What follows belongs to an exercise in optimizing a design on an open flow for small area, a short achievable clock period and few clock cycles per item; a production flow would make more cautious choices. Where RTL was checked, it was by simulation tests only, not by an equivalence proof against the original.

## trial 32
Design fft_butterfly, start of the top module:
module fft_butterfly (
    input  wire        clk,
    input  wire        rst,
    input  wire        in_valid,
    output wire        in_ready,
    input  wire [31:0] ur,
    input  wire [31:0] ui,
    input  wire [31:0] vr,
    input  wire [31:0] vi,
    input  wire [31:0] wr,
    input  wire [31:0] wi,
    output reg         out_valid,
    output reg  [31:0] our,
    output reg  [31:0] oui,
    output reg  [31:0] ovr,
    output reg  [31:0] ovi
);
    localparam [31:0] QNAN = 32'h7FC00000;
    integer k;
    genvar gi;
    reg         rdy;                     
    reg         slow;                    
    reg         s0_valid;
    reg  [31:0] s0_ur, s0_ui;
    reg  [3:0]  s0_s;
    reg  [35:0] s0_e;
    reg  [95:0] s0_m;
    wire        front_idle;              
    assign in_ready = rdy;
    wire [127:0] op_in = {vi, vr, wi, wr};
    wire [3:0]   small_in, op_ez, op_shift;
    generate for (gi = 0; gi < 4; gi = gi + 1) begin : g_op
        wire [31:0] x = op_in[32*gi +: 32];
        wire [23:0] m = s0_m[24*gi +: 24];
        assign op_ez[gi]    = x[30:23] == 8'h00;
        assign small_in[gi] = ~x[30] & ~x[29] & (x[28:0] != 29'd0);
        assign op_shift[gi] = ~m[23] & (m[22:0] != 23'd0);
    end endgenerate
    wire s0_ok = ~(|op_shift);
    always @(posedge clk) begin
        for (k = 0; k < 4; k = k + 1) begin
            if (~slow) begin
                s0_s[k]          <= op_in[32*k+31];
                s0_e[9*k +: 9]   <= {1'b0, op_in[32*k+24 +: 7], op_in[32*k+23] | op_ez[k]};
                s0_m[24*k +: 24] <= {~op_ez[k], op_in[32*k +: 23]};
            end else if (op_shift[k]) begin
                s0_e[9*k +: 9]   <= s0_e[9*k +: 9] - 9'd1;
  ...
export LEC_CHECK = 0
export CAP_MARGIN = 20
export CORE_MARGIN = 2
export CORE_UTILIZATION = 65
export PLACE_DENSITY = 0.72
export SETUP_SLACK_MARGIN = 0.5
export SLEW_MARGIN = 20
create_clock -name core_clock -period 20.0 [get_ports {clk}]
standard.sh (not shown) runs the stock make flow with config.mk's settings and CLKGATE_MAP_FILE= SYNTH_SCRIPT=/design/flow/synth_recipe.tcl, a recipe that flattens the netlist after the stock synthesis.
==> flow/flow/run.sh <==
#!/bin/bash
# The standard layout, with every port buffered by a buf_4 instead of the
# flow's default port buffer (a delay cell).  The make run's full output goes
# to flow_make.log in the folder this runs in.
set -euo pipefail
export BUFFER_PORTS_ARGS="-buffer_cell sky130_fd_sc_hd__buf_4"
bash standard.sh > flow_make.log 2>&1
In summary, trial 32 completed successfully, with a layout that passed the timing, design-rule and antenna checks.
Testbench counts of trial 32, summed over its fixed seeds: cycles 32,080, items 32,000.
diff inputs: trial 32 => trial 4
diff --git a/flow/design.v b/flow/design.v
--- a/flow/design.v
+++ b/flow/design.v
@@ -1932,19 +1932,20 @@
     wire [7:0] dut, dtu;
     wire       ge, get;                  
     sub_cla #(.W(8)) u_dut (.a(eu), .b(et), .d(dut), .ge(ge));
     sub_cla #(.W(8)) u_dtu (.a(et), .b(eu), .d(dtu), .ge(get));
     wire [26:0] mu = {u_nz, u[22:0], 3'b000};
     wire [26:0] mt = {t_nz, t[22:0], 3'b000};
-    wire [26:0] mu_sh, mt_sh;
-    shr27k u_su (.x(mu), .sh(dtu[4:0]), .kill(dtu[7:5] != 3'd0), .y(mu_sh));
-    shr27k u_st (.x(mt), .sh(dut[4:0]), .kill(dut[7:5] != 3'd0), .y(mt_sh));
-    wire [26:0] mu_al = ge  ? mu : mu_sh;
-    wire [26:0] mt_al = get ? mt : mt_sh;
-    assign mx     = gt ? mt_al : mu_al;
-    assign mz_al  = gt ? mu_al : mt_al;
+    wire [26:0] mxe = ge ? mu : mt;
+    wire [26:0] mze = ge ? mt : mu;
+    wire [26:0] mze_al;
+    shr27k u_sh (.x(mze), .sh(ge ? dut[4:0] : dtu[4:0]),
+                 .kill(ge ? (dut[7:5] != 3'd0) : (dtu[7:5] != 3'd0)), .y(mze_al));
+    wire        swb = ge & gt;
+    assign mx     = swb ? mze_al : mxe;
+    assign mz_al  = swb ? mxe : mze_al;
     assign fr     = ge ? eu : et;
     assign x_is_u = ~gt;
 endmodule
 module fft_butterfly (
     input  wire        clk,
     input  wire        rst,
@@ -1972,28 +1973,34 @@
     reg  [3:0]  s0_s;
     reg  [35:0] s0_e;
     reg  [95:0] s0_m;
     wire        front_idle;              
     assign in_ready = rdy;
     wire [127:0] op_in = {vi, vr, wi, wr};
-    wire [3:0]   small_in, op_ez, op_shift;
+    wire [3:0]   small_in, sub_in, op_ez, op_shift;
+    reg  [3:0]   s0_sub;                 
+    reg  [3:0]   s0_zh;                  
     generate for (gi = 0; gi < 4; gi = gi + 1) begin : g_op
         wire [31:0] x = op_in[32*gi +: 32];
         wire [23:0] m = s0_m[24*gi +: 24];
         assign op_ez[gi]    = x[30:23] == 8'h00;
         assign small_in[gi] = ~x[30] & ~x[29] & (x[28:0] != 29'd0);
-        assign op_shift[gi] = ~m[23] & (m[22:0] != 23'd0);
+        assign sub_in[gi]   = op_ez[gi] & (x[28:0] != 29'd0);
+        assign op_shift[gi] = s0_zh[gi] & s0_sub[gi];
     end endgenerate
     wire s0_ok = ~(|op_shift);
     always @(posedge clk) begin
         for (k = 0; k < 4; k = k + 1) begin
             if (~slow) begin
                 s0_s[k]          <= op_in[32*k+31];
                 s0_e[9*k +: 9]   <= {1'b0, op_in[32*k+24 +: 7], op_in[32*k+23] | op_ez[k]};
                 s0_m[24*k +: 24] <= {~op_ez[k], op_in[32*k +: 23]};
+                s0_zh[k]         <= op_ez[k];
+                s0_sub[k]        <= sub_in[k];
             end else if (op_shift[k]) begin
+                s0_zh[k]         <= ~s0_m[24*k+22];
                 s0_e[9*k +: 9]   <= s0_e[9*k +: 9] - 9'd1;
                 s0_m[24*k +: 24] <= {s0_m[24*k +: 23], 1'b0};
             end
         end
         if (rst) begin
             rdy      <= 1'b1;
@@ -2015,13 +2022,13 @@
     end
     wire [3:0]  op_z, op_i, op_n;
     wire [95:0] op_tz;
     generate for (gi = 0; gi < 4; gi = gi + 1) begin : g_cls
         wire [23:0] m = s0_m[24*gi +: 24];
         wire is255 = s0_e[9*gi +: 9] == 9'd255;
-        assign op_z[gi] = ~m[23];
+        assign op_z[gi] = s0_zh[gi];
         assign op_i[gi] = is255 & (m[22:0] == 23'd0);
         assign op_n[gi] = is255 & (m[22:0] != 23'd0);
         wire [23:0] z;
         assign z[0] = 1'b1;
         genvar j;
         for (j = 1; j < 24; j = j + 1) begin : g_z
- Synthesis left trial 4 with more flip-flops than trial 32.
- Compared with trial 32, trial 4 shows a detailed route wirelength on metal3 that is 6.5% lower.
- Compared with trial 32, trial 4 shows mean cell area of the mapped netlist higher by 0.87%.
- Between trial 4 and trial 32, the difference in per-cell via count in the routed design is negligible.
- | initial standard-cell utilization of the core | trial 32 vs trial 4 | ≈ equal |
- Compared to trial 32, the router laid down less metal wire for trial 4.
- The number of signal-net inverters in the final layout number comes out lower for trial 4 vs trial 32.
- In trial 4 the critical path arrival turned out 5.31 ns higher than in trial 32.
- Compared to trial 32, trial 4 was floorplanned on a smaller die.
The RTL of trial 4 was laid out without a check of its function.

==> afterwards: timing with drivers on the ports <==
How much do the figures lean on ideal ports? The routed layouts below were timed once more, with nothing changed but the port constraints.
Step 1, drivers: a clkbuf_16 drives clk and a buf_2 each remaining input, both assumed.
Step 2 times the ports against the registers' clock, not the clock port: input delays grow and output delays shrink by t, the midpoint of the rising clock arrivals with the driver on.
a / b / c = ideal / step 1 / step 2; a / b = the first two.
run	shift t [ns]	setup WS [ns]	worst hold slack (ns)	worst register clock-pin slew, ns	pins driven straight from the clock port
trial 32	1.000	14.408 / 14.298 / 13.945	0.225 / 0.225 / 0.225	0.07 / 0.07	1
trial 4	0.980	13.869 / 13.954 / 12.974	0.309 / 0.309 / 0.309	0.07 / 0.07	1
After both steps every run listed still meets setup and hold. For trial 4, which loses most, drivers alone change the setup slack by +0.085 ns; drivers and shift together by -0.895 ns.
